From an optimization exercise on the open Yosys and OpenROAD flow, aimed at small area, a short achievable clock period and few clock cycles per item; shortcuts taken in it are not production practice. Function was checked by simulation only, so behaviour that the tests miss may differ from the original.

Setup of v34:
Design spuc_correlator, start of the top module:
module spuc_correlator (
    input  wire        clk,
    input  wire        rst,
    input  wire        in_valid,
    output reg         in_ready,
    input  wire [63:0] in_ref,
    input  wire [63:0] in_x,
    input  wire        in_neg,
    input  wire        in_last,
    output reg         out_valid,
    input  wire        out_ready,
    output reg  [63:0] out_corr,
    output reg         out_bit
);
For scale: about 460 flip-flops, roughly 200 I/O pins.
clock: 66.0 ns
lec_check: 0
abc_area: 1
cap_margin: 10
cell_pad_in_sites_detail_placement: 1
cell_pad_in_sites_global_placement: 2
core_margin: 2
core_utilization: 35
cts_cluster_diameter: 100
cts_cluster_size: 50
place_density: 0.5
slew_margin: 10
standard.sh (not shown) runs the stock make flow with config.mk's settings and CLKGATE_MAP_FILE= SYNTH_SCRIPT=/design/flow/synth_recipe.tcl, a recipe that flattens the netlist after the stock synthesis.
==> flow/flow/run.sh <==
#!/bin/bash
# Standard synthesis and layout (the standard.sh, step by step), with two
# changes to how the layout is made; the clock, the constraints and all flow
# scripts are unchanged:
# - the port buffers that the placement step inserts are buf_4 cells;
# - the timing repair steps over-fix setup: they keep working on a path
#   until it has SETUP_SLACK_MARGIN ns of slack at the design's period.
# Each step's output goes to its own log file here.
set -euo pipefail
export SETUP_SLACK_MARGIN=51.6
export BUFFER_PORTS_ARGS="-buffer_cell sky130_fd_sc_hd__buf_4"
bash standard.sh synth > synth.log 2>&1
bash standard.sh floorplan > floorplan.log 2>&1
bash standard.sh place > place.log 2>&1
bash standard.sh cts > cts.log 2>&1
bash standard.sh route > route.log 2>&1
bash standard.sh finish > finish.log 2>&1
The layout from v34, despite a flow that completed every stage, fails the layout checks, with the failing checks listed as max-capacitance violations, max-slew violations.
Testbench counts of v34, summed over its fixed seeds: cycles 17,833, items 17,761.
Inputs modified between v34 and v25:
# v34
export LEC_CHECK = 0
export ABC_AREA = 1
export CAP_MARGIN = 10
export CELL_PAD_IN_SITES_DETAIL_PLACEMENT = 1
export CELL_PAD_IN_SITES_GLOBAL_PLACEMENT = 2
export CORE_MARGIN = 2
export CORE_UTILIZATION = 35
export CTS_CLUSTER_DIAMETER = 100
export CTS_CLUSTER_SIZE = 50
export PLACE_DENSITY = 0.5
export SLEW_MARGIN = 10
create_clock -name core_clock -period 66.0 [get_ports {clk}]
# v25
export LEC_CHECK = 0
export ABC_AREA = 1
export CAP_MARGIN = 20
export CELL_PAD_IN_SITES_DETAIL_PLACEMENT = 1
export CELL_PAD_IN_SITES_GLOBAL_PLACEMENT = 2
export CORE_MARGIN = 2
export CORE_UTILIZATION = 35
export CTS_CLUSTER_DIAMETER = 80
export CTS_CLUSTER_SIZE = 40
export PLACE_DENSITY = 0.5
export SLEW_MARGIN = 20
create_clock -name core_clock -period 66.0 [get_ports {clk}]
Notes after the runs:
Maximum frequency across v25 and v34: no real change. v25 ends up with a synthesis-to-layout area growth that is 0.26 points higher than in v34. Portion of the clock cycle consumed by the worst path in the final layout delta (v34 -> v25): insignificant. v25 | status: complete | timing, DRC, antenna: pass.
Relative to v25, the following input files were edited for v18:
# v25
export LEC_CHECK = 0
export ABC_AREA = 1
export CAP_MARGIN = 20
export CELL_PAD_IN_SITES_DETAIL_PLACEMENT = 1
export CELL_PAD_IN_SITES_GLOBAL_PLACEMENT = 2
export CORE_MARGIN = 2
export CORE_UTILIZATION = 35
export CTS_CLUSTER_DIAMETER = 80
export CTS_CLUSTER_SIZE = 40
export PLACE_DENSITY = 0.5
export SLEW_MARGIN = 20
create_clock -name core_clock -period 66.0 [get_ports {clk}]
# v18
export LEC_CHECK = 0
export ABC_AREA = 1
export CAP_MARGIN = 20
export CELL_PAD_IN_SITES_DETAIL_PLACEMENT = 1
export CELL_PAD_IN_SITES_GLOBAL_PLACEMENT = 2
export CORE_MARGIN = 2
export CORE_UTILIZATION = 35
export PLACE_DENSITY = 0.5
export SLEW_MARGIN = 20
create_clock -name core_clock -period 66.0 [get_ports {clk}]
--- a/flow/flow/run.sh
+++ b/flow/flow/run.sh
@@ -8,5 +8,5 @@
 # Each step's output goes to its own log file here.
 set -euo pipefail
-export SETUP_SLACK_MARGIN=51.6
+export SETUP_SLACK_MARGIN=51.45
 export BUFFER_PORTS_ARGS="-buffer_cell sky130_fd_sc_hd__buf_4"
 bash standard.sh synth > synth.log 2>&1
==> comparison <==
Fraction of registers with async set/reset delta (v18 -> v25): insignificant
v25 → v18: final instance area dropped about 0.4%.
Changes in v5 relative to v18:
# v18
export LEC_CHECK = 0
export ABC_AREA = 1
export CAP_MARGIN = 20
export CELL_PAD_IN_SITES_DETAIL_PLACEMENT = 1
export CELL_PAD_IN_SITES_GLOBAL_PLACEMENT = 2
export CORE_MARGIN = 2
export CORE_UTILIZATION = 35
export PLACE_DENSITY = 0.5
export SLEW_MARGIN = 20
create_clock -name core_clock -period 66.0 [get_ports {clk}]
# v5
export LEC_CHECK = 0
export ABC_AREA = 1
export CAP_MARGIN = 20
export CELL_PAD_IN_SITES_DETAIL_PLACEMENT = 1
export CELL_PAD_IN_SITES_GLOBAL_PLACEMENT = 2
export CORE_MARGIN = 2
export CORE_UTILIZATION = 35
export CTS_CLUSTER_DIAMETER = 80
export CTS_CLUSTER_SIZE = 40
export PLACE_DENSITY = 0.5
export SLEW_MARGIN = 20
create_clock -name core_clock -period 66.0 [get_ports {clk}]
[summary]
- Largest stage delay on the critical path: v18 vs v5 — no meaningful difference
- Re post-detailed-placement half-perimeter wirelength: no difference whatsoever between v5 and v18.
- Status: portion of the layout cell area used by clock cells parity (v5, v18)
- Compared with v18, in v5 via count of the routed design ~0 delta, initial antenna violation count dropped 4.

==> what the ideal ports hide <==
The results above use ideal ports. As a check the final layouts listed here were re-extracted and re-timed, cells and wires unchanged. Step 1, drivers: a clkbuf_16 drives clk and a buf_2 each remaining input, both assumed. Step 2 adds t to the input delays and takes it off the output delays; t is the mean of the earliest and latest rising clock arrival at the registers after step 1. Input paths then give back, and output paths get back, about the clock's delay inside the block. Three values: no drivers, after step 1, after step 2; two values: the first two.
| run | shift t [ns] | slack for setup (ns) | slew at the worst register clock pin (ns) |
|---|---|---|---|
| v34 | 0.897 | 51.516 / 51.391 / 51.602 | 0.13 / 0.13 |
| v25 | 0.893 | 51.542 / 51.421 / 51.601 | 0.12 / 0.12 |
| v18 | 0.928 | 51.494 / 51.374 / 51.553 | 0.09 / 0.09 |
| v5 | 0.904 | 51.489 / 51.371 / 51.586 | 0.12 / 0.12 |
